What follows belongs to an exercise in optimizing a design on an open flow for small area; a production flow would make more cautious choices.
Where RTL was checked, it was by simulation tests only, not by an equivalence proof against the original.
For run 1, only the layout was checked, not whether the RTL still works.
No activity file was given, so power comes from the tool's default toggle rates.

===== flow/flow/run.sh =====
#!/bin/bash
# The standard layout (standard.sh) with three changes:
#  - synthesis runs the standard flow's own synthesis script, but its final ABC mapping
#    uses flow/area.abc (area-oriented, no ABC buffering or upsizing);
#  - ports are buffered with buf_1;
#  - the clock tree is built without dummy loads.
# Full tool output: standard_flow.log here, and ORFS's per-step logs in orfs/logs/.
set -euo pipefail
here=$(pwd)
{
  head -n 1 synth_recipe.tcl
  cat <<'T'
proc abc {args} {
  set i [lsearch -exact $args -script]
  if {$i >= 0} { lset args [expr {$i+1}] $::env(FLOW_ABC_SCRIPT) }
  yosys abc {*}$args
}
T
  tail -n +2 synth_recipe.tcl
} > synth_area.tcl
export FLOW_ABC_SCRIPT="$here/flow/area.abc"
bash standard.sh \
  "SYNTH_SCRIPT=$here/synth_area.tcl" \
  "BUFFER_PORTS_ARGS=-buffer_cell sky130_fd_sc_hd__buf_1" \
  "CTS_ARGS=-sink_clustering_enable -repair_clock_nets -dont_use_dummy_load -sink_clustering_size 40 -sink_clustering_max_diameter 200" \
  finish > standard_flow.log 2>&1

===== flow/flow/area.abc =====
&get -n
&st
&dch -f
&nf -R 1000
&put
topo
stime -c

===== flow/standard.sh =====
#!/bin/bash
# synth_recipe.tcl (not shown) runs the flow's synth.tcl, then flattens the netlist and writes it again
# the make line also repeats each setting of config.mk as NAME=value (left out here)
make -C /OpenROAD-flow-scripts/flow DESIGN_CONFIG=/design/flow/config.mk WORK_HOME=/design/flow/orfs CLKGATE_MAP_FILE= SYNTH_SCRIPT=/design/flow/synth_recipe.tcl "${@:-finish}"

===== flow/config.mk =====
export PLATFORM = sky130hd
export DESIGN_NAME = es51922_core
export DESIGN_NICKNAME = es51922_core
export VERILOG_FILES = /design/flow/design.v
export SDC_FILE = /design/flow/constraint.sdc
export NUM_CORES = 4
export LEC_CHECK = 0
export CAP_MARGIN = 20
export CORE_MARGIN = 2
export CORE_UTILIZATION = 40
export SLEW_MARGIN = 20
export SYNTH_HIERARCHICAL = 1

===== flow/constraint.sdc =====
create_clock -name core_clock -period 8.0 [get_ports {clk}]
set_input_delay 1.6000 -clock core_clock [delete_from_list [all_inputs] [get_ports {clk}]]
set_output_delay 1.6000 -clock core_clock [all_outputs]
set_load 0.01 [all_outputs]

===== flow/design.v =====
module es51922_core (
    input  wire        clk,
    input  wire        rst,
    input  wire        in_valid,
    input  wire [7:0]  in_len,
    input  wire [95:0] in_pkt,
    output reg         out_valid,
    output wire        out_err,
    output wire [2:0]  out_err_code,
    output wire [3:0]  out_err_lane,
    output wire [3:0]  out_mode,
    output wire [4:0]  out_unit,
    output wire [4:0]  out_disp_unit,
    output wire [1:0]  out_cur_kind,
    output wire [1:0]  out_peak,
    output wire [1:0]  out_op,
    output wire        out_rel,
    output wire        out_hold,
    output wire        out_batt,
    output wire        out_val_present,
    output wire [17:0] out_mant,
    output wire [2:0]  out_disp_prec,
    output wire [5:0]  out_val_exp,
    output wire        out_label_valid,
    output wire [3:0]  out_label
);
    wire [6:0] c_range = in_pkt[6:0];
    wire [6:0] c_dig4  = in_pkt[14:8];
    wire [6:0] c_dig3  = in_pkt[22:16];
    wire [6:0] c_dig2  = in_pkt[30:24];
    wire [6:0] c_dig1  = in_pkt[38:32];
    wire [6:0] c_dig0  = in_pkt[46:40];
    wire [6:0] c_func  = in_pkt[54:48];
    wire [6:0] c_stat  = in_pkt[62:56];
    wire [6:0] c_opt1  = in_pkt[70:64];
    wire [6:0] c_opt2  = in_pkt[78:72];
    wire [6:0] c_opt3  = in_pkt[86:80];
    wire [6:0] c_opt4  = in_pkt[94:88];
    localparam [3:0] F_VOLT = 4'hB, F_UA = 4'hD, F_MA = 4'hF, F_22A = 4'h0,
                     F_MAN  = 4'h9, F_RES = 4'h3, F_CONT = 4'h5, F_DIOD = 4'h1,
                     F_FREQ = 4'h2, F_CAP = 4'h6, F_TEMP = 4'h4, F_ADP = 4'hE,
                     F_DUTY = 4'hC, F_MISC = 4'h7, F_ETPL = 4'h8, F_EDIG = 4'hA;
    localparam [6:0] S_NONE = {F_MISC, 3'd0}, S_MALF = {F_MISC, 3'd1},
                     S_FUNC = {F_MISC, 3'd2}, S_RNG  = {F_MISC, 3'd3},
                     S_CONF = {F_MISC, 3'd4};
    wire [3:0] fn = c_func[3:0];
    wire [2:0] rg = c_range[2:0];
    wire len_ok = (in_len == 8'd12);
    wire fn_ok  = (c_func[6:4] == 3'b011) &&
                  !(fn == 4'h7 || fn == 4'h8 || fn == 4'hA || fn == 4'hC);
    reg  rg_in;
    always @(*) begin
        case (fn)
            F_VOLT:                     rg_in = (rg <= 3'd4);
            F_UA, F_MA:                 rg_in = (rg <= 3'd1);
            F_22A, F_MAN, F_CONT, F_DIOD: rg_in = (rg == 3'd0);
            F_RES:                      rg_in = (rg <= 3'd6);
            F_ADP:                      rg_in = (rg <= 3'd3);
            default:                    rg_in = 1'b1;
        endcase
    end
    wire rg_ok = (fn == F_TEMP) || ((c_range[6:3] == 4'b0110) && rg_in);
    wire tm_stat = (c_stat[6:4] != 3'b011);
    wire tm_opt1 = (c_opt1[6:4] != 3'b011);
    wire tm_opt2 = (c_opt2[6:4] != 3'b011) || c_opt2[0];
    wire tm_opt3 = (c_opt3[6:4] != 3'b011);
    wire tm_opt4 = (c_opt4[6:3] != 4'b0110);
    wire f_judge = c_stat[3];
    wire f_sign  = c_stat[2];
    wire f_ol    = c_stat[0];
    wire f_ul    = c_opt2[3];
    wire f_dc    = c_opt3[3];
    wire f_ac    = c_opt3[2];
    wire f_vahz  = c_opt3[0];
    wire f_vbar  = c_opt4[2];
    wire conflict = f_ac && f_dc;
    wire dg4_bad = (c_dig4[6:4] != 3'b011) || (c_dig4[3] && (c_dig4[2] || c_dig4[1]));
    wire dg3_bad = (c_dig3[6:4] != 3'b011) || (c_dig3[3] && (c_dig3[2] || c_dig3[1]));
    wire dg2_bad = (c_dig2[6:4] != 3'b011) || (c_dig2[3] && (c_dig2[2] || c_dig2[1]));
    wire dg1_bad = (c_dig1[6:4] != 3'b011) || (c_dig1[3] && (c_dig1[2] || c_dig1[1]));
    wire dg0_bad = (c_dig0[6:4] != 3'b011) || (c_dig0[3] && (c_dig0[2] || c_dig0[1]));
    reg [6:0] code;
    reg       ok;
    always @(*) begin
        ok = 1'b0;
        if (!len_ok)       code = S_MALF;
        else if (!fn_ok)   code = S_FUNC;
        else if (!rg_ok)   code = S_RNG;
        else if (tm_stat)  code = {F_ETPL, 3'd7};
        else if (tm_opt1)  code = {F_ETPL, 3'd0};
        else if (tm_opt2)  code = {F_ETPL, 3'd1};
        else if (tm_opt3)  code = {F_ETPL, 3'd2};
        else if (tm_opt4)  code = {F_ETPL, 3'd3};
        else if (conflict) code = S_CONF;
        else if (dg4_bad)  code = {F_EDIG, 3'd1};
        else if (dg3_bad)  code = {F_EDIG, 3'd2};
        else if (dg2_bad)  code = {F_EDIG, 3'd3};
        else if (dg1_bad)  code = {F_EDIG, 3'd4};
        else if (dg0_bad)  code = {F_EDIG, 3'd5};
        else begin
            ok = 1'b1;
            if (f_vahz && !f_judge)                      code = {F_FREQ, 3'd1};
            else if ((f_vahz || fn == F_FREQ) && f_judge) code = {F_DUTY, 3'd1};
            else if (fn == F_TEMP)                       code = {F_TEMP, 1'b0, !f_vbar, f_vbar};
            else                                         code = {fn, rg};
        end
    end
    wire label_n = (fn == F_MAN || fn == F_ADP) && !f_vahz;
    wire op_n    = f_ul || f_ol;
    wire vp_n    = ok && !label_n && !op_n;
    wire [3:0] d4 = c_dig4[3:0], d3 = c_dig3[3:0], d2 = c_dig2[3:0],
               d1 = c_dig1[3:0], d0 = c_dig0[3:0];
    wire s = f_sign;
    wire [17:0] mant_n;
    wire r1_3_1 = (~d1[0] & d1[2]) | (d1[0] & ~d1[2]);
    wire r1_4_2 = (~d1[0] & d1[1]) | (d1[0] & ~d1[1] & d1[2]) | (d1[1] & ~d1[2]) | (d1[3]);
    wire r1_5_3 = (~d1[0] & d1[2]) | (~d1[1] & d1[2]);
    wire r1_6_4 = (d1[0] & d1[1] & d1[2]) | (d1[3]);
    wire r2_5_5 = (~d2[0] & d2[3]) | (d2[0] & ~d2[3]);
    wire r2_6_6 = (~d2[0] & d2[1]) | (d2[0] & ~d2[1] & ~d2[3]);
    wire r2_7_7 = (~d2[0] & d2[1] & ~d2[2]) | (d2[0] & d2[2]) | (d2[0] & d2[3]) | (~d2[1] & d2[2]);
    wire r2_8_8 = (d2[0] & d2[1] & ~d2[2]) | (~d2[1] & d2[2]) | (d2[3]);
    wire r2_9_9 = (d2[1] & d2[2]) | (d2[3]);
    wire r3_5_10 = (~d3[0] & d3[2]) | (d3[0] & ~d3[2]);
    wire r3_6_11 = (~d3[0] & d3[1]) | (~d3[0] & d3[3]) | (d3[0] & ~d3[1] & ~d3[2] & ~d3[3]) | (d3[1] & d3[2]);
    wire r3_7_12 = (d3[0] & ~d3[1] & ~d3[3]) | (~d3[1] & d3[2]) | (d3[1] & ~d3[2]);
    wire r3_8_13 = (d3[0]) | (d3[1]) | (d3[2]) | (d3[3]);
    wire r3_9_14 = (d3[0]) | (d3[1]) | (d3[2]) | (d3[3]);
    wire r3_10_15 = (~d3[0] & d3[1]) | (~d3[0] & d3[2]) | (~d3[0] & d3[3]);
    wire r3_11_16 = (~d3[0] & ~d3[1] & d3[2]) | (~d3[0] & d3[3]) | (d3[0] & d3[1]);
    wire r3_12_17 = (~d3[0] & d3[3]) | (d3[0] & d3[2]) | (d3[1] & d3[2]);
    wire r3_13_18 = (d3[0] & d3[3]);
    wire r4_9_19 = (~d4[0] & d4[1]) | (d4[0] & ~d4[1]);
    wire r4_10_20 = (~d4[0] & ~d4[1] & d4[2]) | (d4[0] & ~d4[2]) | (d4[1] & ~d4[2]);
    wire r4_11_21 = (~d4[0] & d4[1]) | (~d4[0] & d4[2]) | (d4[3]);
    wire r4_12_22 = (~d4[0] & ~d4[1] & d4[2]) | (d4[0] & d4[1]) | (d4[3]);
    wire r4_13_23 = (~d4[0] & d4[1] & d4[2]) | (~d4[0] & d4[3]) | (d4[0] & ~d4[2] & ~d4[3]);
    wire r4_14_24 = (~d4[0] & d4[1]) | (d4[0] & ~d4[1] & d4[2]) | (d4[0] & d4[3]) | (d4[1] & ~d4[2]);
    wire r4_15_25 = (~d4[0] & d4[2]) | (~d4[1] & d4[2]);
    wire r4_16_26 = (d4[0] & d4[1] & d4[2]) | (d4[3]);
    wire hs27, hc28;
  es51922_ha uhs27 (.a((d0[1])), .b(d1[0]), .s(hs27), .co(hc28));
    wire fs29, fc30;
  es51922_fa ufs29 (.a((d0[2])), .b((d1[1])), .c(d2[0]), .s(fs29), .co(fc30));
    wire hs31, hc32;
  es51922_ha uhs31 (.a(hc28), .b(fs29), .s(hs31), .co(hc32));
    wire fs33, fc34;
  es51922_fa ufs33 (.a((d0[3])), .b((d2[1])), .c(d3[0]), .s(fs33), .co(fc34));
    wire fs35, fc36;
  es51922_fa ufs35 (.a(r1_3_1), .b(fc30), .c(fs33), .s(fs35), .co(fc36));
    wire hs37, hc38;
  es51922_ha uhs37 (.a(hc32), .b(fs35), .s(hs37), .co(hc38));
    wire fs39, fc40;
  es51922_fa ufs39 (.a((d2[2])), .b((d3[1])), .c(d4[0]), .s(fs39), .co(fc40));
    wire fs41, fc42;
  es51922_fa ufs41 (.a(r1_4_2), .b(fc34), .c(fs39), .s(fs41), .co(fc42));
    wire fs43, fc44;
  es51922_fa ufs43 (.a(fc36), .b(fs41), .c(hc38), .s(fs43), .co(fc44));
    wire fs45, fc46;
  es51922_fa ufs45 (.a((d4[1])), .b(r1_5_3), .c(r2_5_5), .s(fs45), .co(fc46));
    wire fs47, fc48;
  es51922_fa ufs47 (.a(r3_5_10), .b(fc40), .c(fs45), .s(fs47), .co(fc48));
    wire fs49, fc50;
  es51922_fa ufs49 (.a(fc42), .b(fs47), .c(fc44), .s(fs49), .co(fc50));
    wire fs51, fc52;
  es51922_fa ufs51 (.a((d4[2])), .b(r1_6_4), .c(r2_6_6), .s(fs51), .co(fc52));
    wire fs53, fc54;
  es51922_fa ufs53 (.a(r3_6_11), .b(fc46), .c(fs51), .s(fs53), .co(fc54));
    wire fs55, fc56;
  es51922_fa ufs55 (.a(fc48), .b(fs53), .c(fc50), .s(fs55), .co(fc56));
    wire fs57, fc58;
  es51922_fa ufs57 (.a((d4[3])), .b(r2_7_7), .c(r3_7_12), .s(fs57), .co(fc58));
    wire fs59, fc60;
  es51922_fa ufs59 (.a(fc52), .b(fs57), .c(fc54), .s(fs59), .co(fc60));
    wire hs61, hc62;
  es51922_ha uhs61 (.a(fs59), .b(fc56), .s(hs61), .co(hc62));
    wire fs63, fc64;
  es51922_fa ufs63 (.a((d4[0])), .b(r2_8_8), .c(r3_8_13), .s(fs63), .co(fc64));
    wire fs65, fc66;
  es51922_fa ufs65 (.a(fc58), .b(fs63), .c(fc60), .s(fs65), .co(fc66));
    wire hs67, hc68;
  es51922_ha uhs67 (.a(fs65), .b(hc62), .s(hs67), .co(hc68));
    wire fs69, fc70;
  es51922_fa ufs69 (.a(r2_9_9), .b(r3_9_14), .c(r4_9_19), .s(fs69), .co(fc70));
    wire fs71, fc72;
  es51922_fa ufs71 (.a(fc64), .b(fs69), .c(fc66), .s(fs71), .co(fc72));
    wire hs73, hc74;
  es51922_ha uhs73 (.a(fs71), .b(hc68), .s(hs73), .co(hc74));
    wire fs75, fc76;
  es51922_fa ufs75 (.a(r3_10_15), .b(r4_10_20), .c(fc70), .s(fs75), .co(fc76));
    wire fs77, fc78;
  es51922_fa ufs77 (.a(fs75), .b(fc72), .c(hc74), .s(fs77), .co(fc78));
    wire fs79, fc80;
  es51922_fa ufs79 (.a(r3_11_16), .b(r4_11_21), .c(fc76), .s(fs79), .co(fc80));
    wire hs81, hc82;
  es51922_ha uhs81 (.a(fs79), .b(fc78), .s(hs81), .co(hc82));
    wire fs83, fc84;
  es51922_fa ufs83 (.a(r3_12_17), .b(r4_12_22), .c(fc80), .s(fs83), .co(fc84));
    wire hs85, hc86;
  es51922_ha uhs85 (.a(fs83), .b(hc82), .s(hs85), .co(hc86));
    wire fs87, fc88;
  es51922_fa ufs87 (.a(r3_13_18), .b(r4_13_23), .c(fc84), .s(fs87), .co(fc88));
    wire hs89, hc90;
  es51922_ha uhs89 (.a(fs87), .b(hc86), .s(hs89), .co(hc90));
    wire fs91, fc92;
  es51922_fa ufs91 (.a(r4_14_24), .b(fc88), .c(hc90), .s(fs91), .co(fc92));
    wire hs93, hc94;
  es51922_ha uhs93 (.a(r4_15_25), .b(fc92), .s(hs93), .co(hc94));
    wire hs95, hc96;
  es51922_ha uhs95 (.a(r4_16_26), .b(hc94), .s(hs95), .co(hc96));
    wire [16:0] mag = {hs95,hs93,fs91,hs89,hs85,hs81,fs77,hs73,hs67,hs61,fs55,fs49,fs43,hs37,hs31,hs27,d0[0]};
    wire [17:0] ng;
    assign ng[0] = 1'b0;
    genvar gi;
    generate for (gi = 1; gi < 18; gi = gi + 1) begin : g_neg
        assign ng[gi] = ng[gi-1] | (s & mag[gi-1]);
    end endgenerate
    assign mant_n = {1'b0, mag} ^ ng;
    reg  [6:0]  r_code;
    reg  [1:0]  r_cur, r_peak, r_op;
    reg         r_rel, r_hold, r_batt;
    reg  [17:0] r_mant;
    wire [1:0] cur_n  = f_dc ? 2'd1 : (f_ac ? 2'd2 : 2'd0);
    wire [1:0] peak_n = c_opt1[3] ? 2'd1 : (c_opt1[2] ? 2'd2 : 2'd0);
    wire [1:0] opv_n  = f_ul ? 2'd1 : (f_ol ? 2'd2 : 2'd0);
    always @(posedge clk) begin
        if (rst) begin
            out_valid <= 1'b0;
            r_code    <= S_NONE;
            r_cur     <= 2'd0;
            r_peak    <= 2'd0;
            r_op      <= 2'd0;
            r_rel     <= 1'b0;
            r_hold    <= 1'b0;
            r_batt    <= 1'b0;
            r_mant    <= 18'd0;
        end else begin
            out_valid <= in_valid;
            if (in_valid) begin
                r_code <= code;
                r_cur  <= ok ? cur_n  : 2'd0;
                r_peak <= ok ? peak_n : 2'd0;
                r_op   <= ok ? opv_n  : 2'd0;
                r_rel  <= ok & c_opt1[1];
                r_hold <= ok & c_opt4[1];
                r_batt <= ok & c_stat[1];
                r_mant <= vp_n ? mant_n : 18'd0;
            end
        end
    end
    assign out_cur_kind = r_cur;
    assign out_peak     = r_peak;
    assign out_op       = r_op;
    assign out_rel      = r_rel;
    assign out_hold     = r_hold;
    assign out_batt     = r_batt;
    assign out_mant     = r_mant;
    wire [2:0] e_prec;
    wire [5:0] e_vexp;
    wire       e_num;
    wire [1:0] e_lab;
    es51922_dec u_dec (
        .code(r_code), .err(out_err), .err_code(out_err_code), .err_lane(out_err_lane),
        .mode(out_mode), .unit(out_unit), .disp_unit(out_disp_unit),
        .label_valid(out_label_valid), .lab(e_lab), .num(e_num), .prec(e_prec), .vexp(e_vexp));
    assign out_val_present = e_num && (r_op == 2'd0);
    assign out_disp_prec   = out_val_present ? e_prec : 3'd0;
    assign out_val_exp     = out_val_present ? e_vexp : 6'd0;
    assign out_label       = {2'b00, e_lab};
endmodule
module es51922_fa(input a, input b, input c, output s, output co);
  assign s = a ^ b ^ c;
  assign co = (a & b) | (a & c) | (b & c);
endmodule
module es51922_ha(input a, input b, output s, output co);
  assign s = a ^ b;
  assign co = a & b;
endmodule
module es51922_dec (
    input  wire [6:0] code,
    output wire err,
    output wire [2:0] err_code,
    output wire [3:0] err_lane,
    output wire [3:0] mode,
    output wire [4:0] unit,
    output wire [4:0] disp_unit,
    output wire label_valid,
    output wire [1:0] lab,
    output wire num,
    output wire [2:0] prec,
    output wire [5:0] vexp
);
    assign err = (~code[3] & ~code[5] & code[6]) | (code[2] & code[3] & code[5]) | (code[1] & code[3] & code[5]) | (code[0] & code[3] & code[5] & ~code[6]);
    assign err_code[0] = (code[2] & code[3] & code[5]) | (code[0] & code[3] & code[5] & ~code[6]);
    assign err_code[1] = (~code[3] & code[4] & ~code[5] & code[6]) | (code[1] & code[3] & code[5]);
    assign err_code[2] = (~code[3] & ~code[5] & code[6]) | (code[2] & code[3] & code[5]);
    assign err_lane[0] = (code[0] & ~code[1] & code[3] & code[5] & ~code[6]) | (code[0] & ~code[3] & ~code[5] & code[6]);
    assign err_lane[1] = (code[0] & ~code[1] & code[3] & code[5] & ~code[6]) | (code[2] & code[3] & code[5]) | (~code[0] & code[1] & code[3] & code[5]) | (code[1] & ~code[3] & ~code[5] & code[6]);
    assign err_lane[2] = (code[0] & ~code[1] & code[3] & code[5] & ~code[6]) | (code[2] & ~code[3] & code[6]) | (~code[0] & code[1] & code[3] & code[5]);
    assign err_lane[3] = (code[0] & ~code[1] & code[3] & code[5] & ~code[6]) | (code[2] & code[3] & code[5]) | (~code[2] & ~code[3] & ~code[4] & ~code[5] & code[6]);
    assign mode[0] = (code[3] & code[5] & code[6]) | (code[3] & ~code[4] & code[6]) | (~code[3] & ~code[5] & ~code[6]) | (~code[4] & code[5]);
    assign mode[1] = (code[3] & code[4] & ~code[5] & ~code[6]) | (~code[3] & code[5] & ~code[6]) | (~code[4] & code[5] & ~code[6]);
    assign mode[2] = (~code[3] & code[5] & ~code[6]) | (~code[3] & code[4] & ~code[6]) | (code[3] & ~code[4] & ~code[5] & ~code[6]);
    assign mode[3] = (~code[3] & code[5] & code[6]);
    assign unit[0] = (~code[3] & ~code[4] & ~code[6]) | (~code[3] & ~code[5] & ~code[6]) | (code[3] & ~code[4] & ~code[5]) | (code[3] & code[6]);
    assign unit[1] = (~code[3] & ~code[4] & ~code[5] & ~code[6]) | (code[3] & code[5] & code[6]) | (code[3] & code[4] & ~code[5] & ~code[6]) | (code[3] & ~code[4] & code[6]) | (code[3] & ~code[4] & code[5]);
    assign unit[2] = (code[3] & code[4] & ~code[5] & ~code[6]) | (~code[3] & code[4] & code[5] & ~code[6]) | (code[3] & ~code[4] & code[5] & ~code[6]);
    assign unit[3] = (~code[3] & code[4] & ~code[6]);
    assign unit[4] = (~code[3] & ~code[4] & code[5]);
    assign disp_unit[0] = (~code[1] & ~code[2] & ~code[3] & ~code[6]) | (code[0] & code[2] & ~code[3] & ~code[6]) | (code[1] & ~code[2] & code[3] & ~code[5]) | (~code[0] & code[1] & code[2] & ~code[3]) | (code[3] & ~code[4] & code[5] & code[6]) | (code[0] & ~code[2] & code[3] & ~code[5]) | (~code[3] & ~code[4] & ~code[6]) | (~code[4] & ~code[5] & ~code[6]) | (~code[2] & code[3] & code[4] & ~code[5] & code[6]);
    assign disp_unit[1] = (code[2] & ~code[3] & ~code[6]) | (code[1] & ~code[3] & code[4] & ~code[6]) | (~code[2] & code[3] & code[4] & ~code[5] & ~code[6]) | (code[2] & code[3] & code[6]) | (code[3] & ~code[4] & code[5] & ~code[6]) | (~code[3] & ~code[4] & ~code[5] & ~code[6]);
    assign disp_unit[2] = (code[3] & code[5] & code[6]) | (~code[3] & code[4] & code[5] & ~code[6]) | (code[3] & ~code[4] & code[5]) | (~code[2] & code[3] & code[4] & ~code[5] & ~code[6]);
    assign disp_unit[3] = (code[2] & ~code[5] & ~code[6]) | (~code[3] & code[4] & ~code[6]);
    assign disp_unit[4] = (~code[3] & ~code[4] & code[5]);
    assign label_valid = (~code[3] & code[4] & code[5] & code[6]) | (code[3] & ~code[4] & ~code[5] & code[6]);
    assign lab[0] = (code[0] & ~code[3] & code[4] & code[5] & code[6]);
    assign lab[1] = (code[1] & code[5] & code[6]);
    assign num = (~code[3] & ~code[6]) | (code[3] & code[4] & ~code[5]) | (~code[4] & code[5]) | (code[3] & code[4] & code[6]) | (~code[5] & ~code[6]);
    assign prec[0] = (code[0] & ~code[4] & code[5]) | (code[0] & code[2] & ~code[5] & ~code[6]) | (code[0] & code[3] & ~code[5] & code[6]) | (~code[0] & code[1] & ~code[2] & ~code[5] & ~code[6]) | (~code[3] & ~code[4] & ~code[5] & ~code[6]) | (~code[0] & code[1] & code[2] & code[5]) | (code[0] & ~code[1] & ~code[3] & ~code[5] & ~code[6]) | (~code[0] & code[3] & code[4] & code[5] & code[6]) | (~code[1] & code[2] & ~code[3] & ~code[5] & ~code[6]) | (code[0] & code[1] & ~code[2] & ~code[3] & code[5] & ~code[6]) | (~code[0] & ~code[1] & ~code[2] & ~code[3] & code[5] & ~code[6]);
    assign prec[1] = (~code[0] & code[1] & ~code[5] & ~code[6]) | (~code[0] & ~code[4] & code[5]) | (~code[0] & ~code[1] & ~code[2] & ~code[3] & ~code[6]) | (code[1] & code[2] & code[5]) | (code[3] & code[4] & code[5] & code[6]) | (code[1] & ~code[2] & ~code[5] & ~code[6]) | (code[0] & ~code[1] & code[2] & ~code[5] & ~code[6]) | (code[0] & ~code[2] & ~code[3] & code[4] & code[5] & ~code[6]) | (code[2] & code[3] & code[6]) | (~code[0] & code[1] & code[3] & code[6]) | (~code[0] & code[2] & ~code[3] & code[5]) | (code[0] & ~code[1] & code[3] & ~code[5] & code[6]) | (~code[0] & ~code[2] & code[4] & ~code[5] & ~code[6]);
    assign prec[2] = (code[0] & ~code[1] & ~code[2] & code[3] & ~code[5] & ~code[6]) | (~code[0] & ~code[1] & code[2] & code[3] & ~code[5] & ~code[6]) | (~code[0] & code[1] & ~code[2] & ~code[3] & code[4] & code[5] & ~code[6]) | (code[0] & ~code[1] & code[2] & code[5]) | (~code[0] & ~code[1] & ~code[2] & code[4] & ~code[5] & code[6]) | (code[3] & ~code[4] & ~code[5] & ~code[6]);
    assign vexp[0] = (~code[3] & ~code[4] & ~code[5] & ~code[6]) | (code[0] & code[3] & ~code[5]) | (code[0] & ~code[4] & code[5]) | (code[0] & code[3] & code[6]) | (code[2] & code[3] & code[6]) | (code[0] & ~code[3] & ~code[6]);
    assign vexp[1] = (code[3] & code[4] & code[5] & code[6]) | (code[1] & code[3] & code[6]) | (~code[4] & code[5] & ~code[6]) | (~code[1] & code[4] & ~code[5] & ~code[6]) | (~code[3] & ~code[4] & code[5]) | (code[2] & code[3] & code[6]) | (code[1] & ~code[3] & code[5] & ~code[6]);
    assign vexp[2] = (~code[1] & ~code[2] & ~code[5] & ~code[6]) | (code[1] & code[2] & ~code[5] & ~code[6]) | (~code[2] & code[3] & code[4] & ~code[5] & code[6]) | (~code[3] & ~code[4] & code[5]) | (~code[4] & ~code[6]) | (~code[2] & ~code[3] & code[5] & ~code[6]);
    assign vexp[3] = (code[3] & code[4] & code[6]) | (~code[1] & ~code[2] & ~code[5] & ~code[6]) | (code[2] & ~code[3] & code[5]) | (~code[4] & code[5]);
    assign vexp[4] = (code[3] & code[4] & code[6]) | (~code[3] & code[5] & ~code[6]) | (~code[1] & ~code[2] & ~code[5] & ~code[6]) | (~code[4] & code[5]);
    assign vexp[5] = (code[3] & code[4] & code[6]) | (~code[3] & code[5] & ~code[6]) | (~code[1] & ~code[2] & ~code[5] & ~code[6]) | (~code[4] & code[5]);
endmodule

==> flow_summary.ini, run 1 <==
[cts]
clock-sinks = 35
cts_hold_buf = 0
clk-insertion-delay-late_ps = 270
cts.clk_slew.worst_paths_ps = 60
cts.path.max_buffers = 2
numCtsBuffers = 5
cts.htree.levels = 2
cts_tree = yes
cts_setup_buffers = 0
post_cts_resized = 0
root_buffer = clkbuf_8

[synthesis]
ys_async_sr_fraction_pct = 0
synth.top_cells.by_area = dfxtp_1, fa_1, nand2_1
syn_area_per_cell_um2 = 7.43
synth_top_flop_cell = dfxtp_1
syn-cell-area_mm2 = 0.00375
synth-seq-cells = 35
ys_types = 47
yosysWarnings = 7
yosysSeqAreaShare_pct = 18.7
synth-edff-count = 0
syn-instance-count = 505
yosysTopAreaCell = dfxtp_1
synth_top_area_share_pct = 18.7

[layout]
regArea_um2 = 701
fin_util_pct = 49.6
fin_nets = 815
n_antenna_cell = 0
multi_input_area_mm2 = 0.00299
fin_area_mm2 = 0.00454
fillers = 935
finalNonFillerCells = 775
area_delta_synth_final_pct = 21.0
drive_gt1_share_pct = 1.51

[global_route]
overflow = 0
grt_pass1_wl_mm = 18.5
grt_pass1_vias = 4005
grt_max_degree = 37
antenna_found_initial = 0
grt_util_all_layers_pct = 22.1

[worst_setup_path]
arrival_ps = 6890
path_max_fanout = 7
crit_start = in_pkt[16]
cp.required_ps = 8150
crit_type = in2reg
critPathLaunchType = input port
r2r_setup_slack_ps = 6880
end_kind = flip-flop
rr_startpoint = r_code[2]

[drt]
routed-via-count = 4310
drt_wl_total_mm = 11.2
routed_via_density = 5.56
drtIter0Drc = 112
drc = 0
wire_per_inst_um = 14.4
firstDrtPassIters = 4
drtAntennaViolNets = 0

[place]
io_buffer_count = 152
dp.cells = 770
place_area_mm2 = 0.00447
gp_congestion = 0.908
dp_hpwl_mm = 8.93

[run_status]
outcome = no timing/DRC/antenna violations

[sta]
hold_viol = 0
period_needed_ps = 6730
setup_tns_ps = 0
final_max_slew_viol_count = 0
fin_crit_sh_pct = 84.2
rsz0062_at_grt = no
fin_worst_skew_ps = 0
worstMarginPinSlew_ps = 978
maxSlewHeadroom_pct = 34.4
fmax_mhz = 148
finalSetupViolCount = 0

[power_and_ir_drop]
switchingPower_w = 0.000221
p_comb_share_pct = 50.2
ir_worst_vdd_mv = 0.0811
power_density_mw_per_mm2 = 128
pwr-share-seq_pct = 30.7
switching_share_pct = 37.9
clkPwrFrac_pct = 19.1
power.internal_w = 0.000362
power.leakage_nw = 1.65

[job]
maxCapViolations = 0

[die]
die_h_um = 101
core_area_mm2 = 0.00915
rows = 35
start_util_pct = 41.0
die_w_um = 101
die_area_mm2 = 0.0102
io_pins = 172

[min_path]
hold_class = reg2reg
hp-start = r_peak[1]
==> modules after synthesis (local to each module, per instance) <==
module	times used	flip-flops and latches	cells
es51922_dec	1	0	139
es51922_ha	11	0	1
es51922_core	1	35	331
es51922_fa	24	0	1
==> cells in the mapped netlist, types with 7 or more instances <==
cell type,instances
dfxtp_1,35
nand3_1,32
a21o_1,8
o21ai_0,33
fa_1,24
a22oi_1,22
nor3_1,9
nor2_1,66
and3_1,8
and2_0,15
a21oi_1,35
xnor2_1,10
ha_1,18
nand4b_1,10
nand2_1,72
clkinv_1,10
nand3b_1,7
nand2b_1,13
==> state kept, by name (all words and copies together), names as in the netlist <==
signal     count
r_peak         2
r_op           2
r_hold         1
r_batt         1
r_cur          2
r_mant        18
r_rel          1
r_code         7
out_valid      1
==> cell families (layout without fill, tap and decap cells) <==
group / after synthesis / after routing / share of synthesized area [%]
DFF: 35 / 35 / 18.7
buffers and inverters: 14 / 172 / 1.80
AOI/OAI and AO/OA: 134 / 134 / 22.4
adders and majority gates: 42 / 42 / 18.8
xor gates and xnor gates: 13 / 13 / 3.04
and+or+nand+nor: 266 / 266 / 35.2
other: 1 / 2 / 0.100
==> path summary, 6_finish.rpt <==
check               endpoint  cells past startpoint
hold / removal     r_peak[1]                      2
setup / recovery  r_mant[17]                     20
hold reg to reg    r_peak[1]                      2
setup reg to reg   r_code[2]                      2
==> worst max-delay path, cell delays in order <==
cell	delay (ps)
buf_1	250
fa_1	490
fa_1	450
ha_1	200
fa_1	370
fa_1	380
fa_1	380
ha_1	190
ha_1	180
ha_1	190
fa_1	360
ha_1	200
ha_1	180
ha_1	190
fa_1	370
ha_1	190
ha_1	310
a21o_1	190
a22oi_1	150
nor2_1	60
==> metal layers <==
metal	share of wire [%]	GRT usage (%)	routed length, um
met4	0.85	3.48	95
met2	50	39.7	5560
met5	0	0	0
met3	6.5	4.02	733
met1	43	28.1	4800
==> per-stage QoR <==
step           hold WS, ps  worst slack [ps]  power (W)
2_1_floorplan          462              1410   0.000392
3_3_place_gp           439               988   0.000473
3_5_place_dp           445               953   0.000478
4_1_cts                453              1220   0.000591
5_1_grt                484               979   0.000638
6_report               447              1270   0.000583
==> power by group through the flow <==
stage | Sequential, W | Combinational, W | Clock (W)
2_1_floorplan | 0.000184 | 0.000208 | 0
3_3_place_gp | 0.000183 | 0.000290 | 0
5_1_grt | 0.000179 | 0.000336 | 0.000122
3_5_place_dp | 0.000183 | 0.000295 | 0
4_1_cts | 0.000179 | 0.000297 | 0.000116
6_report | 0.000179 | 0.000293 | 0.000111
==> area by class of cell <==
cell class / count / share of cell area (%)
clock buffers: 5 / 1.52
inverters: 10 / 0.827
multi-input cells: 457 / 65.8
flip-flops and latches: 35 / 15.4
well taps: 111 / 3.06
repair buffers: 157 / 13.4
==> cells in the final DEF (no fill, tap or decap), drive strengths merged, types with 5 or more instances in the layout <==
cell type,synthesis,layout
nor2,66,66
o21ai,33,33
fa,24,24
nand4,6,6
clkbuf,0,5
and2,15,15
a21o,8,8
nand3,32,32
ha,18,18
o211ai,6,6
nor3,9,9
or2,6,6
nand2,72,72
nor2b,5,5
nand4b,10,10
dfxtp,35,35
a21oi,35,35
a31oi,6,6
a21boi,5,5
and3,8,8
nand3b,7,7
a22oi,22,22
buf,4,157
xnor2,10,10
nor4,5,5
clkinv,10,10
nand2b,13,13
==> run 2, diff against run 1 <==
--- a/flow/design.v
+++ b/flow/design.v
@@ -41,3 +41,3 @@
                      F_FREQ = 4'h2, F_CAP = 4'h6, F_TEMP = 4'h4, F_ADP = 4'hE,
-                     F_DUTY = 4'hC, F_MISC = 4'h7, F_ETPL = 4'h8, F_EDIG = 4'hA;
+                     F_DUTY = 4'h8, F_MISC = 4'h7, F_ETPL = 4'hC, F_EDIG = 4'hA;
     localparam [6:0] S_NONE = {F_MISC, 3'd0}, S_MALF = {F_MISC, 3'd1},
@@ -292,37 +292,37 @@
 );
-    assign err = (~code[3] & ~code[5] & code[6]) | (code[2] & code[3] & code[5]) | (code[1] & code[3] & code[5]) | (code[0] & code[3] & code[5] & ~code[6]);
+    assign err = (~code[3] & code[4] & ~code[5] & code[6]) | (code[2] & code[3] & code[5]) | (~code[3] & ~code[4] & code[5] & code[6]) | (code[1] & code[3] & code[5]) | (code[0] & code[3] & code[5] & ~code[6]);
     assign err_code[0] = (code[2] & code[3] & code[5]) | (code[0] & code[3] & code[5] & ~code[6]);
     assign err_code[1] = (~code[3] & code[4] & ~code[5] & code[6]) | (code[1] & code[3] & code[5]);
-    assign err_code[2] = (~code[3] & ~code[5] & code[6]) | (code[2] & code[3] & code[5]);
-    assign err_lane[0] = (code[0] & ~code[1] & code[3] & code[5] & ~code[6]) | (code[0] & ~code[3] & ~code[5] & code[6]);
-    assign err_lane[1] = (code[0] & ~code[1] & code[3] & code[5] & ~code[6]) | (code[2] & code[3] & code[5]) | (~code[0] & code[1] & code[3] & code[5]) | (code[1] & ~code[3] & ~code[5] & code[6]);
+    assign err_code[2] = (~code[3] & code[4] & ~code[5] & code[6]) | (code[2] & code[3] & code[5]) | (~code[3] & ~code[4] & code[5] & code[6]);
+    assign err_lane[0] = (code[0] & ~code[1] & code[3] & code[5] & ~code[6]) | (code[0] & ~code[3] & ~code[4] & code[5] & code[6]) | (code[0] & ~code[3] & code[4] & ~code[5] & code[6]);
+    assign err_lane[1] = (code[0] & ~code[1] & code[3] & code[5] & ~code[6]) | (code[1] & ~code[4] & code[6]) | (code[2] & code[3] & code[5]) | (~code[0] & code[1] & code[3] & code[5]) | (code[1] & ~code[3] & ~code[5] & code[6]);
     assign err_lane[2] = (code[0] & ~code[1] & code[3] & code[5] & ~code[6]) | (code[2] & ~code[3] & code[6]) | (~code[0] & code[1] & code[3] & code[5]);
-    assign err_lane[3] = (code[0] & ~code[1] & code[3] & code[5] & ~code[6]) | (code[2] & code[3] & code[5]) | (~code[2] & ~code[3] & ~code[4] & ~code[5] & code[6]);
-    assign mode[0] = (code[3] & code[5] & code[6]) | (code[3] & ~code[4] & code[6]) | (~code[3] & ~code[5] & ~code[6]) | (~code[4] & code[5]);
-    assign mode[1] = (code[3] & code[4] & ~code[5] & ~code[6]) | (~code[3] & code[5] & ~code[6]) | (~code[4] & code[5] & ~code[6]);
-    assign mode[2] = (~code[3] & code[5] & ~code[6]) | (~code[3] & code[4] & ~code[6]) | (code[3] & ~code[4] & ~code[5] & ~code[6]);
-    assign mode[3] = (~code[3] & code[5] & code[6]);
-    assign unit[0] = (~code[3] & ~code[4] & ~code[6]) | (~code[3] & ~code[5] & ~code[6]) | (code[3] & ~code[4] & ~code[5]) | (code[3] & code[6]);
+    assign err_lane[3] = (code[0] & ~code[1] & code[3] & code[5] & ~code[6]) | (~code[2] & ~code[3] & ~code[4] & code[5] & code[6]) | (code[2] & code[3] & code[5]);
+    assign mode[0] = (code[3] & code[5] & code[6]) | (~code[3] & ~code[5] & ~code[6]) | (~code[4] & code[5] & ~code[6]) | (~code[4] & ~code[5] & code[6]);
+    assign mode[1] = (~code[3] & code[5] & ~code[6]) | (code[3] & code[4] & ~code[5] & ~code[6]) | (~code[4] & code[5] & ~code[6]);
+    assign mode[2] = (~code[3] & code[4] & ~code[6]) | (~code[3] & code[5] & ~code[6]) | (code[3] & ~code[4] & ~code[5] & ~code[6]);
+    assign mode[3] = (~code[3] & code[4] & code[5] & code[6]) | (code[0] & ~code[4] & ~code[5]);
+    assign unit[0] = (~code[3] & ~code[4] & ~code[6]) | (~code[0] & ~code[4] & ~code[5]) | (~code[3] & ~code[5] & ~code[6]) | (code[3] & code[6]);
     assign unit[1] = (~code[3] & ~code[4] & ~code[5] & ~code[6]) | (code[3] & code[5] & code[6]) | (code[3] & code[4] & ~code[5] & ~code[6]) | (code[3] & ~code[4] & code[6]) | (code[3] & ~code[4] & code[5]);
-    assign unit[2] = (code[3] & code[4] & ~code[5] & ~code[6]) | (~code[3] & code[4] & code[5] & ~code[6]) | (code[3] & ~code[4] & code[5] & ~code[6]);
+    assign unit[2] = (~code[3] & code[4] & code[5] & ~code[6]) | (code[3] & code[4] & ~code[5] & ~code[6]) | (code[3] & ~code[4] & code[5] & ~code[6]);
     assign unit[3] = (~code[3] & code[4] & ~code[6]);
-    assign unit[4] = (~code[3] & ~code[4] & code[5]);
+    assign unit[4] = (code[0] & ~code[4] & ~code[5]) | (~code[3] & ~code[4] & code[5] & ~code[6]);
     assign disp_unit[0] = (~code[1] & ~code[2] & ~code[3] & ~code[6]) | (code[0] & code[2] & ~code[3] & ~code[6]) | (code[1] & ~code[2] & code[3] & ~code[5]) | (~code[0] & code[1] & code[2] & ~code[3]) | (code[3] & ~code[4] & code[5] & code[6]) | (code[0] & ~code[2] & code[3] & ~code[5]) | (~code[3] & ~code[4] & ~code[6]) | (~code[4] & ~code[5] & ~code[6]) | (~code[2] & code[3] & code[4] & ~code[5] & code[6]);
     assign disp_unit[1] = (code[2] & ~code[3] & ~code[6]) | (code[1] & ~code[3] & code[4] & ~code[6]) | (~code[2] & code[3] & code[4] & ~code[5] & ~code[6]) | (code[2] & code[3] & code[6]) | (code[3] & ~code[4] & code[5] & ~code[6]) | (~code[3] & ~code[4] & ~code[5] & ~code[6]);
-    assign disp_unit[2] = (code[3] & code[5] & code[6]) | (~code[3] & code[4] & code[5] & ~code[6]) | (code[3] & ~code[4] & code[5]) | (~code[2] & code[3] & code[4] & ~code[5] & ~code[6]);
-    assign disp_unit[3] = (code[2] & ~code[5] & ~code[6]) | (~code[3] & code[4] & ~code[6]);
-    assign disp_unit[4] = (~code[3] & ~code[4] & code[5]);
-    assign label_valid = (~code[3] & code[4] & code[5] & code[6]) | (code[3] & ~code[4] & ~code[5] & code[6]);
+    assign disp_unit[2] = (~code[3] & code[4] & code[5] & ~code[6]) | (code[3] & code[5] & code[6]) | (~code[2] & code[3] & code[4] & ~code[5] & ~code[6]) | (code[3] & ~code[4] & code[5]);
+    assign disp_unit[3] = (~code[3] & code[4] & ~code[6]) | (code[2] & ~code[5] & ~code[6]);
+    assign disp_unit[4] = (code[0] & ~code[4] & ~code[5]) | (~code[3] & ~code[4] & code[5] & ~code[6]);
+    assign label_valid = (~code[0] & ~code[4] & ~code[5] & code[6]) | (~code[3] & code[4] & code[5] & code[6]);
     assign lab[0] = (code[0] & ~code[3] & code[4] & code[5] & code[6]);
-    assign lab[1] = (code[1] & code[5] & code[6]);
-    assign num = (~code[3] & ~code[6]) | (code[3] & code[4] & ~code[5]) | (~code[4] & code[5]) | (code[3] & code[4] & code[6]) | (~code[5] & ~code[6]);
-    assign prec[0] = (code[0] & ~code[4] & code[5]) | (code[0] & code[2] & ~code[5] & ~code[6]) | (code[0] & code[3] & ~code[5] & code[6]) | (~code[0] & code[1] & ~code[2] & ~code[5] & ~code[6]) | (~code[3] & ~code[4] & ~code[5] & ~code[6]) | (~code[0] & code[1] & code[2] & code[5]) | (code[0] & ~code[1] & ~code[3] & ~code[5] & ~code[6]) | (~code[0] & code[3] & code[4] & code[5] & code[6]) | (~code[1] & code[2] & ~code[3] & ~code[5] & ~code[6]) | (code[0] & code[1] & ~code[2] & ~code[3] & code[5] & ~code[6]) | (~code[0] & ~code[1] & ~code[2] & ~code[3] & code[5] & ~code[6]);
-    assign prec[1] = (~code[0] & code[1] & ~code[5] & ~code[6]) | (~code[0] & ~code[4] & code[5]) | (~code[0] & ~code[1] & ~code[2] & ~code[3] & ~code[6]) | (code[1] & code[2] & code[5]) | (code[3] & code[4] & code[5] & code[6]) | (code[1] & ~code[2] & ~code[5] & ~code[6]) | (code[0] & ~code[1] & code[2] & ~code[5] & ~code[6]) | (code[0] & ~code[2] & ~code[3] & code[4] & code[5] & ~code[6]) | (code[2] & code[3] & code[6]) | (~code[0] & code[1] & code[3] & code[6]) | (~code[0] & code[2] & ~code[3] & code[5]) | (code[0] & ~code[1] & code[3] & ~code[5] & code[6]) | (~code[0] & ~code[2] & code[4] & ~code[5] & ~code[6]);
+    assign lab[1] = (code[1] & code[4] & code[5] & code[6]);
+    assign num = (~code[3] & ~code[6]) | (code[3] & code[4] & ~code[5]) | (code[3] & code[5] & code[6]) | (~code[4] & ~code[6]) | (~code[3] & ~code[4] & ~code[5]);
+    assign prec[0] = (~code[3] & ~code[4] & ~code[5]) | (code[0] & ~code[4] & ~code[6]) | (code[0] & code[1] & ~code[2] & ~code[3] & code[5] & ~code[6]) | (code[0] & ~code[1] & ~code[3] & ~code[5] & ~code[6]) | (~code[0] & code[1] & code[2] & code[5]) | (~code[0] & code[3] & code[4] & code[5] & code[6]) | (code[0] & code[3] & ~code[4]) | (code[0] & code[2] & ~code[5] & ~code[6]) | (~code[0] & ~code[1] & ~code[2] & ~code[3] & code[5] & ~code[6]) | (code[0] & code[3] & ~code[5] & code[6]) | (~code[1] & code[2] & ~code[3] & ~code[5] & ~code[6]) | (~code[0] & code[1] & ~code[2] & ~code[5] & ~code[6]);
+    assign prec[1] = (~code[0] & code[1] & ~code[5] & ~code[6]) | (~code[0] & ~code[1] & ~code[2] & ~code[3] & ~code[6]) | (code[3] & code[4] & code[5] & code[6]) | (code[1] & code[2] & code[4] & code[5]) | (~code[0] & ~code[4] & code[5] & ~code[6]) | (code[1] & ~code[2] & ~code[5] & ~code[6]) | (code[0] & ~code[1] & code[2] & ~code[5] & ~code[6]) | (code[0] & ~code[2] & ~code[3] & code[4] & code[5] & ~code[6]) | (code[2] & code[3] & code[6]) | (~code[0] & code[1] & code[3] & code[6]) | (~code[0] & code[3] & code[5] & code[6]) | (~code[0] & code[2] & ~code[3] & code[5]) | (code[0] & ~code[1] & code[3] & ~code[5] & code[6]) | (~code[0] & ~code[2] & code[4] & ~code[5] & ~code[6]);
     assign prec[2] = (code[0] & ~code[1] & ~code[2] & code[3] & ~code[5] & ~code[6]) | (~code[0] & ~code[1] & code[2] & code[3] & ~code[5] & ~code[6]) | (~code[0] & code[1] & ~code[2] & ~code[3] & code[4] & code[5] & ~code[6]) | (code[0] & ~code[1] & code[2] & code[5]) | (~code[0] & ~code[1] & ~code[2] & code[4] & ~code[5] & code[6]) | (code[3] & ~code[4] & ~code[5] & ~code[6]);
-    assign vexp[0] = (~code[3] & ~code[4] & ~code[5] & ~code[6]) | (code[0] & code[3] & ~code[5]) | (code[0] & ~code[4] & code[5]) | (code[0] & code[3] & code[6]) | (code[2] & code[3] & code[6]) | (code[0] & ~code[3] & ~code[6]);
-    assign vexp[1] = (code[3] & code[4] & code[5] & code[6]) | (code[1] & code[3] & code[6]) | (~code[4] & code[5] & ~code[6]) | (~code[1] & code[4] & ~code[5] & ~code[6]) | (~code[3] & ~code[4] & code[5]) | (code[2] & code[3] & code[6]) | (code[1] & ~code[3] & code[5] & ~code[6]);
-    assign vexp[2] = (~code[1] & ~code[2] & ~code[5] & ~code[6]) | (code[1] & code[2] & ~code[5] & ~code[6]) | (~code[2] & code[3] & code[4] & ~code[5] & code[6]) | (~code[3] & ~code[4] & code[5]) | (~code[4] & ~code[6]) | (~code[2] & ~code[3] & code[5] & ~code[6]);
-    assign vexp[3] = (code[3] & code[4] & code[6]) | (~code[1] & ~code[2] & ~code[5] & ~code[6]) | (code[2] & ~code[3] & code[5]) | (~code[4] & code[5]);
-    assign vexp[4] = (code[3] & code[4] & code[6]) | (~code[3] & code[5] & ~code[6]) | (~code[1] & ~code[2] & ~code[5] & ~code[6]) | (~code[4] & code[5]);
-    assign vexp[5] = (code[3] & code[4] & code[6]) | (~code[3] & code[5] & ~code[6]) | (~code[1] & ~code[2] & ~code[5] & ~code[6]) | (~code[4] & code[5]);
+    assign vexp[0] = (code[0] & ~code[5] & ~code[6]) | (code[2] & code[3] & code[6]) | (code[0] & ~code[3] & ~code[6]) | (~code[3] & ~code[4] & ~code[5]) | (code[0] & code[3] & code[6]);
+    assign vexp[1] = (code[3] & code[4] & code[5] & code[6]) | (code[0] & ~code[4] & ~code[5]) | (code[1] & code[3] & code[6]) | (~code[4] & code[5] & ~code[6]) | (~code[1] & code[4] & ~code[5] & ~code[6]) | (code[2] & code[3] & code[6]) | (code[1] & ~code[3] & code[5] & ~code[6]);
+    assign vexp[2] = (~code[3] & ~code[4] & ~code[5]) | (~code[1] & ~code[2] & ~code[5] & ~code[6]) | (code[1] & code[2] & ~code[5]) | (~code[2] & code[3] & code[4] & ~code[5] & code[6]) | (~code[4] & ~code[6]) | (~code[2] & ~code[3] & code[5] & ~code[6]);
+    assign vexp[3] = (code[3] & code[4] & code[6]) | (~code[1] & ~code[2] & ~code[5] & ~code[6]) | (code[2] & ~code[3] & code[5] & ~code[6]) | (~code[4] & ~code[6]) | (code[3] & code[5] & code[6]) | (~code[3] & ~code[4] & ~code[5]);
+    assign vexp[4] = (~code[3] & code[5] & ~code[6]) | (code[3] & code[4] & code[6]) | (~code[1] & ~code[2] & ~code[5] & ~code[6]) | (code[3] & ~code[4] & code[5]) | (~code[3] & ~code[4] & ~code[5]);
+    assign vexp[5] = (~code[3] & code[5] & ~code[6]) | (code[3] & code[4] & code[6]) | (~code[1] & ~code[2] & ~code[5] & ~code[6]) | (code[3] & ~code[4] & code[5]) | (~code[3] & ~code[4] & ~code[5]);
 endmodule
==> flow/run.sh (new file) <==
#!/bin/bash
# synth_recipe.tcl (not shown) runs the flow's synth.tcl, then flattens the netlist and writes it again
# the make line also repeats each setting of config.mk as NAME=value (left out here)
make -C /OpenROAD-flow-scripts/flow DESIGN_CONFIG=/design/flow/config.mk WORK_HOME=/design/flow/orfs CLKGATE_MAP_FILE= SYNTH_SCRIPT=/design/flow/synth_recipe.tcl finish
removed: flow/flow/run.sh
removed: flow/flow/area.abc
removed: flow/standard.sh
==> run 2 against run 1 <==
Net effect: final area is 26% higher; die area is 7.3% higher; sequential power hardly changed; synthesized cell count is 3.6% higher; wire length is 8.7% higher; global-route usage is 0.58 points lower; hold slack better by 11 ps; non-clock buffer count is 2 lower; clock-buffer cell count stayed put; final cell count is 1.7% higher; flip-flop and latch count stayed put; still clean on timing, DRC and antenna; largest cell class unchanged.
==> flow_summary.ini, run 2 <==
[global_route]
grt_pass1_vias = 4046
antenna_found_initial = 0
grt_max_degree = 33
grt_pass1_wl_mm = 19.6
grt_util_all_layers_pct = 21.6
overflow = 0

[drt]
drtIter0Drc = 150
wire_per_inst_um = 15.4
drc = 0
routed_via_density = 5.49
drt_wl_total_mm = 12.2
drtAntennaViolNets = 0
routed-via-count = 4329
firstDrtPassIters = 4

[cts]
cts_tree = yes
clock-sinks = 35
clk-insertion-delay-late_ps = 270
post_cts_resized = 0
numCtsBuffers = 5
cts.path.max_buffers = 2
cts.clk_slew.worst_paths_ps = 80
root_buffer = clkbuf_8
cts.htree.levels = 2
cts_setup_buffers = 0
cts_hold_buf = 0

[layout]
fin_nets = 803
final_common_cell = clkdlybuf4s50_1
n_antenna_cell = 0
top_register = r_mant
reg.largest.list = r_mant: 18 flops, r_code: 7 flops
final_cell_mix = clkdlybuf4s50_1, nand2_1, o21ai_0, nor2_1, dfxtp_1
area_delta_synth_final_pct = 41.5
drive_gt1_share_pct = 4.12
largest_reg_flops = 18

[die]
die_h_um = 104
io_pins = 172
core_area_mm2 = 0.00977
rows = 36
die_area_mm2 = 0.0109
start_util_pct = 41.3
die_w_um = 104

[synthesis]
ys_types = 74
synth_top_flop_cell = dfxtp_1
synth_top_area_share_pct = 17.4
syn-instance-count = 523
ys_async_sr_fraction_pct = 0
synthMostInstantiatedCell = nand2_1
yosysTopAreaCell = dfxtp_1
yosysSeqAreaShare_pct = 17.4
synth_top_cells_by_count = nand2_1, o21ai_0, nor2_1, dfxtp_1
synth-edff-count = 0
synth-seq-cells = 35
syn_area_per_cell_um2 = 7.72
yosysWarnings = 7
synth.top_cells.by_area = dfxtp_1, fa_1, o21ai_0
syn-cell-area_mm2 = 0.00404

[sta]
finalWorstSetupSlack_ps = 929
maxSlewHeadroom_pct = 33.8
finalSetupViolCount = 0
worstMarginPinSlew_ps = 991
setup_tns_ps = 0
hold_viol = 0
rsz0062_at_grt = no
period_needed_ps = 7070
hold_slack_ps = 457
fmax_mhz = 141
fin_worst_skew_ps = 0
final_max_slew_viol_count = 0
fin_crit_sh_pct = 88.4

[place]
gp_congestion = 0.871
dp_slack_ps = 604
io_buffer_count = 152
dp_hpwl_mm = 9.79

[power_and_ir_drop]
ir_worst_vdd_mv = 0.0685
power_density_mw_per_mm2 = 109
power.leakage_nw = 2.22

[worst_setup_path]
crit_type = in2reg
end_kind = flip-flop
critPathLaunchType = input port
path_max_fanout = 9
arrival_ps = 7230
cp.required_ps = 8160

[job]
maxCapViolations = 0

[run_status]
outcome = no timing/DRC/antenna violations

[min_path]
hold_class = reg2reg
-- run 2: cell count changes after synthesis, sizes merged, moves of 14 or more --
cell | previous run | this run
a22oi | 22 | 3
buf | 4 | 20
inv | 0 | 21
nand3 | 32 | 7
nor2 | 66 | 45
o21ai | 33 | 58
xor2 | 3 | 17
-- run 2: worst paths after layout --
kind / end / slack [ps] / start / cells after the start
max reg2reg: r_code[4] / 6720 / r_code[4] / 1
min reg2reg: r_mant[16] / 460 / r_mant[16] / 2
max: r_mant[16] / 930 / in_pkt[16] / 19
min: r_mant[16] / 460 / r_mant[16] / 2
-- run 2: modules after synthesis, one instance, submodules excluded --
module	times used	flops+latches	cells inside	area, um2
es51922_fa	24	0	1	20.0
es51922_dec	1	0	164	948
es51922_ha	11	0	1	12.5
es51922_core	1	35	324	2470
-- run 2: cell families after synthesis --
group	count (synthesis)	share of synthesized area, %
flops	35	17.4
xor+xnor	20	4.34
other cells	1	0.0929
fa+ha+maj	42	17.5
compound gates	165	27.2
simple gates	202	26.6
buf+inv	55	6.20
mux	3	0.775
-- run 2: final cells by class --
cell class | instances | area (um2)
fill | 969 | 4060
multi-input combinational | 434 | 3100
timing repair buffer | 155 | 1540
sequential | 35 | 701
tap | 133 | 166
inverter | 23 | 86.3
clock buffer | 5 | 68.8
clock inverter | 3 | 43.8
-- run 2: metal layers --
metal,up-vias,global-route usage [%],wire [um]
met5,-,0,0
met4,0,3.38,61
met3,6,2.13,715
li1,2159,-,-
met2,180,34.8,5540
met1,1984,31.5,5850
-- run 2: worst max-delay path, cell delays in order --
cell,delay (ps)
clkdlybuf4s50_1,660
fa_1,500
fa_1,450
ha_1,200
fa_1,380
fa_1,390
fa_1,370
ha_1,190
ha_1,180
ha_1,190
fa_1,360
ha_1,190
ha_1,180
ha_1,190
fa_1,370
ha_1,360
o31ai_4,240
xor2_1,160
o21ai_1,70
-- run 2: power breakdown --
| part | switching, W | internal, W | total (W) |
|---|---|---|---|
| Combinational | 0.000145 | 0.000142 | 0.000287 |
| Clock | 0.0000662 | 0.0000928 | 0.000159 |
| Sequential | 0.00000246 | 0.000175 | 0.000177 |
-- run 2: per-stage QoR --
step	power [W]	cells	area (um2)	utilization (%)
after floorplan	0.000359	524	4040	-
after global placement	0.000463	780	5590	57.2
after detailed placement	0.000467	780	5590	57.2
after CTS	0.000628	788	5700	58.3
after global routing	0.000671	788	5710	58.4
final	0.000623	788	5710	58.4
==> run 3, diff against run 2 <==
==> flow/flow/run.sh (new file) <==
#!/bin/bash
# The standard layout (standard.sh) with small port buffers (buf_1) and a clock
# tree built without dummy loads. Full tool output goes to standard_flow.log
# here and to ORFS's own per-step logs under orfs/logs/.
set -euo pipefail
bash standard.sh \
  "BUFFER_PORTS_ARGS=-buffer_cell sky130_fd_sc_hd__buf_1" \
  "CTS_ARGS=-sink_clustering_enable -repair_clock_nets -dont_use_dummy_load" \
  finish > standard_flow.log 2>&1
==> flow/standard.sh (new file) <==
#!/bin/bash
# synth_recipe.tcl (not shown) runs the flow's synth.tcl, then flattens the netlist and writes it again
# the make line also repeats each setting of config.mk as NAME=value (left out here)
make -C /OpenROAD-flow-scripts/flow DESIGN_CONFIG=/design/flow/config.mk WORK_HOME=/design/flow/orfs CLKGATE_MAP_FILE= SYNTH_SCRIPT=/design/flow/synth_recipe.tcl "${@:-finish}"
removed: flow/run.sh
==> run 3 against run 2 <==
Net effect: final area is 17% lower; maximum frequency increased by 5.2%; largest cell class unchanged; sequential power about the same; wire length shrank 4.8%; clock power is 28% lower; utilization is 10 points lower; via count barely moved; global-route usage shrank 1.3 points; total power fell by 13%.
==> flow_summary.ini, run 3 <==
[run_status]
outcome = no timing/DRC/antenna violations

[cts]
cts.htree.levels = 2
cts_hold_buf = 0
clock-sinks = 35
clk-insertion-delay-late_ps = 270
root_buffer = clkbuf_8
post_cts_resized = 0
cts.clk_slew.worst_paths_ps = 70
numCtsBuffers = 5
cts_setup_buffers = 0
cts.path.max_buffers = 2
cts_tree = yes

[synthesis]
synth.top_cells.by_area = dfxtp_1, fa_1, o21ai_0
syn-instance-count = 523
ys_async_sr_fraction_pct = 0
yosysSeqAreaShare_pct = 17.4
syn-cell-area_mm2 = 0.00404
synthMostInstantiatedCell = nand2_1
synth-edff-count = 0
ys_types = 74
synth_top_area_share_pct = 17.4
synth-seq-cells = 35
yosysTopAreaCell = dfxtp_1
synth_top_flop_cell = dfxtp_1
yosysWarnings = 7
syn_area_per_cell_um2 = 7.72
synth_top_cells_by_count = nand2_1, o21ai_0, nor2_1, dfxtp_1

[sta]
finalSetupViolCount = 0
hold_slack_ps = 449
fmax_mhz = 149
setup_tns_ps = 0
rsz0062_at_grt = no
hold_viol = 0
final_max_slew_viol_count = 0
maxSlewHeadroom_pct = 34.2
fin_crit_sh_pct = 84.0
fin_worst_skew_ps = 0
period_needed_ps = 6720
worstMarginPinSlew_ps = 986

[power_and_ir_drop]
power.leakage_nw = 1.81
p_comb_share_pct = 46.1
ir_worst_vdd_mv = 0.0567
switching_share_pct = 37.2
power.internal_w = 0.000340
power_density_mw_per_mm2 = 115
switchingPower_w = 0.000201
pwr-share-seq_pct = 32.8
clkPwrFrac_pct = 21.1

[worst_setup_path]
crit_buf_inv = 1
end_kind = flip-flop
cp_slowest_cell = fa_1
cp_slowest_stage_delay_ps = 490
arrival_ps = 6890
cp_common_cell = ha_1
cp.required_ps = 8170
crit_chain = buf_1 > fa_1 > fa_1 > ha_1 > fa_1 > fa_1 > fa_1 > ha_1 > ha_1 > ha_1 > fa_1 > ha_1 > ha_1 > ha_1 > fa_1 > ha_1 > ha_1 > nor4_1 > o21ai_0
critical_path.top_delay_family = adder cells
critPathLaunchType = input port
crit_type = in2reg
path_max_fanout = 9

[job]
maxCapViolations = 0

[place]
dp_hpwl_mm = 9.24
io_buffer_count = 152
gp_congestion = 0.907

[drt]
routed-via-count = 4328
drtAntennaViolNets = 0
wire_per_inst_um = 14.8
drtIter0Drc = 186
drc = 0
drt_wl_total_mm = 11.6
firstDrtPassIters = 5
routed_via_density = 5.51

[die]
rows = 36
core_area_mm2 = 0.00977
die_area_mm2 = 0.0109
start_util_pct = 41.3
die_h_um = 104
io_pins = 172
die_w_um = 104

[layout]
reg.largest.list = r_mant: 18 flops, r_code: 7 flops
final_common_cell = buf_1
final_cell_mix = buf_1, nand2_1, o21ai_0, nor2_1, dfxtp_1
largest_reg_flops = 18
top_register = r_mant
fin_nets = 803
area_delta_synth_final_pct = 16.9
n_antenna_cell = 0
fin_util_pct = 48.3
drive_gt1_share_pct = 3.68

[global_route]
antenna_found_initial = 0
grt_pass1_wl_mm = 18.6
grt_util_all_layers_pct = 20.3
overflow = 0
grt_pass1_vias = 3802
grt_max_degree = 33

[min_path]
hold_class = reg2reg
run 3: cell counts after synthesis:
Identical to the previous run, type by type.
run 3: final cells by class:
cell class | count | area (um2)
well taps | 133 | 166
clock buffers | 5 | 68.8
fillers | 1004 | 5060
flip-flops and latches | 35 | 701
inverters | 23 | 86.3
multi-input cells | 434 | 3100
repair buffers | 155 | 593
run 3: power groups by stage:
stage               Sequential [W]  Combinational [W]  Clock (W)
global placement          0.000181           0.000245          0
finish                    0.000177           0.000250   0.000114
floorplan                 0.000179           0.000180          0
CTS                       0.000177           0.000252   0.000117
global route              0.000177           0.000285   0.000124
detailed placement        0.000181           0.000250          0
run 3: path summary, 6_finish.rpt:
check,startpoint,to,slack [ps],cells past startpoint
max,in_pkt[16],r_mant[17],1280,19
max reg2reg,r_code[4],r_code[4],6720,1
min,r_mant[16],r_mant[16],450,2
min reg2reg,r_mant[16],r_mant[16],450,2
run 3: routing by layer:
metal	GRT usage [%]	share of wire, %	vias up	wire (um)
met5	0	0	-	0
met4	3.96	0.53	0	61
met3	2.32	6.6	4	763
met2	31.1	44	197	5100
met1	30.6	49	1970	5660
li1	-	-	2157	-
run 3: Yosys stat by module, one instance, submodules excluded:
module | cell area (um2) | flip-flops and latches
es51922_core | 2470 | 35
es51922_dec | 948 | 0
es51922_fa | 20.0 | 0
es51922_ha | 12.5 | 0
run 3: kinds of logic (layout without fill, tap and decap cells):
kind of cell | after synthesis | in the layout | synth area share [%]
DFF | 35 | 35 | 17.4
muxes | 3 | 3 | 0.775
buffers and inverters | 55 | 183 | 6.20
and+or+nand+nor | 202 | 202 | 26.6
AOI/OAI and AO/OA | 165 | 165 | 27.2
other | 1 | 2 | 0.0929
xor gates and xnor gates | 20 | 20 | 4.34
adders and majority gates | 42 | 42 | 17.5
run 3: stage by stage:
| step | cell area [um2] | instances | setup slack [ps] | total power [W] |
|---|---|---|---|---|
| 2_1_floorplan | 4040 | 524 | 1470 | 0.000359 |
| 3_3_place_gp | 4640 | 780 | 1020 | 0.000426 |
| 3_5_place_dp | 4640 | 780 | 938 | 0.000431 |
| 4_1_cts | 4710 | 785 | 1260 | 0.000546 |
| 5_1_grt | 4720 | 785 | 1010 | 0.000587 |
| 6_report | 4720 | 785 | 1280 | 0.000541 |
run 3: tightest hold or removal path, delay by kind of cell (launching register included):
| family | cells | cell delay, ps |
|---|---|---|
| flops | 1 | 310 |
| simple gates | 1 | 50 |
| compound gates | 1 | 50 |

==> what the ideal ports hide <==
No port has a modelled driver above. Below, the same layouts with a new extraction and two added sets of constraints.
Step 1, drivers: a clkbuf_16 drives clk and a buf_2 each remaining input, both assumed.
Step 2 adds t to the input delays and takes it off the output delays; t is the mean of the earliest and latest rising clock arrival at the registers after step 1. Input paths then give back, and output paths get back, about the clock's delay inside the block.
Slacks: ideal / step 1 / step 2; pairs: ideal / step 1.
| run | t, ns | slack for setup (ns) | worst register clock-pin slew, ns | cell pins on the clock port's net |
|---|---|---|---|---|
| run 1 | 0.298 | 1.265 / 1.269 / 0.970 | 0.07 / 0.07 | 1 |
| run 2 | 0.304 | 0.929 / 0.929 / 0.625 | 0.08 / 0.08 | 1 |
| run 3 | 0.309 | 1.280 / 1.287 / 0.978 | 0.07 / 0.07 | 1 |
After both steps setup and hold are still met in every run listed. The setup slack of run 2, which loses most, moves by 0.000 ns with the drivers and by -0.304 ns with both steps.
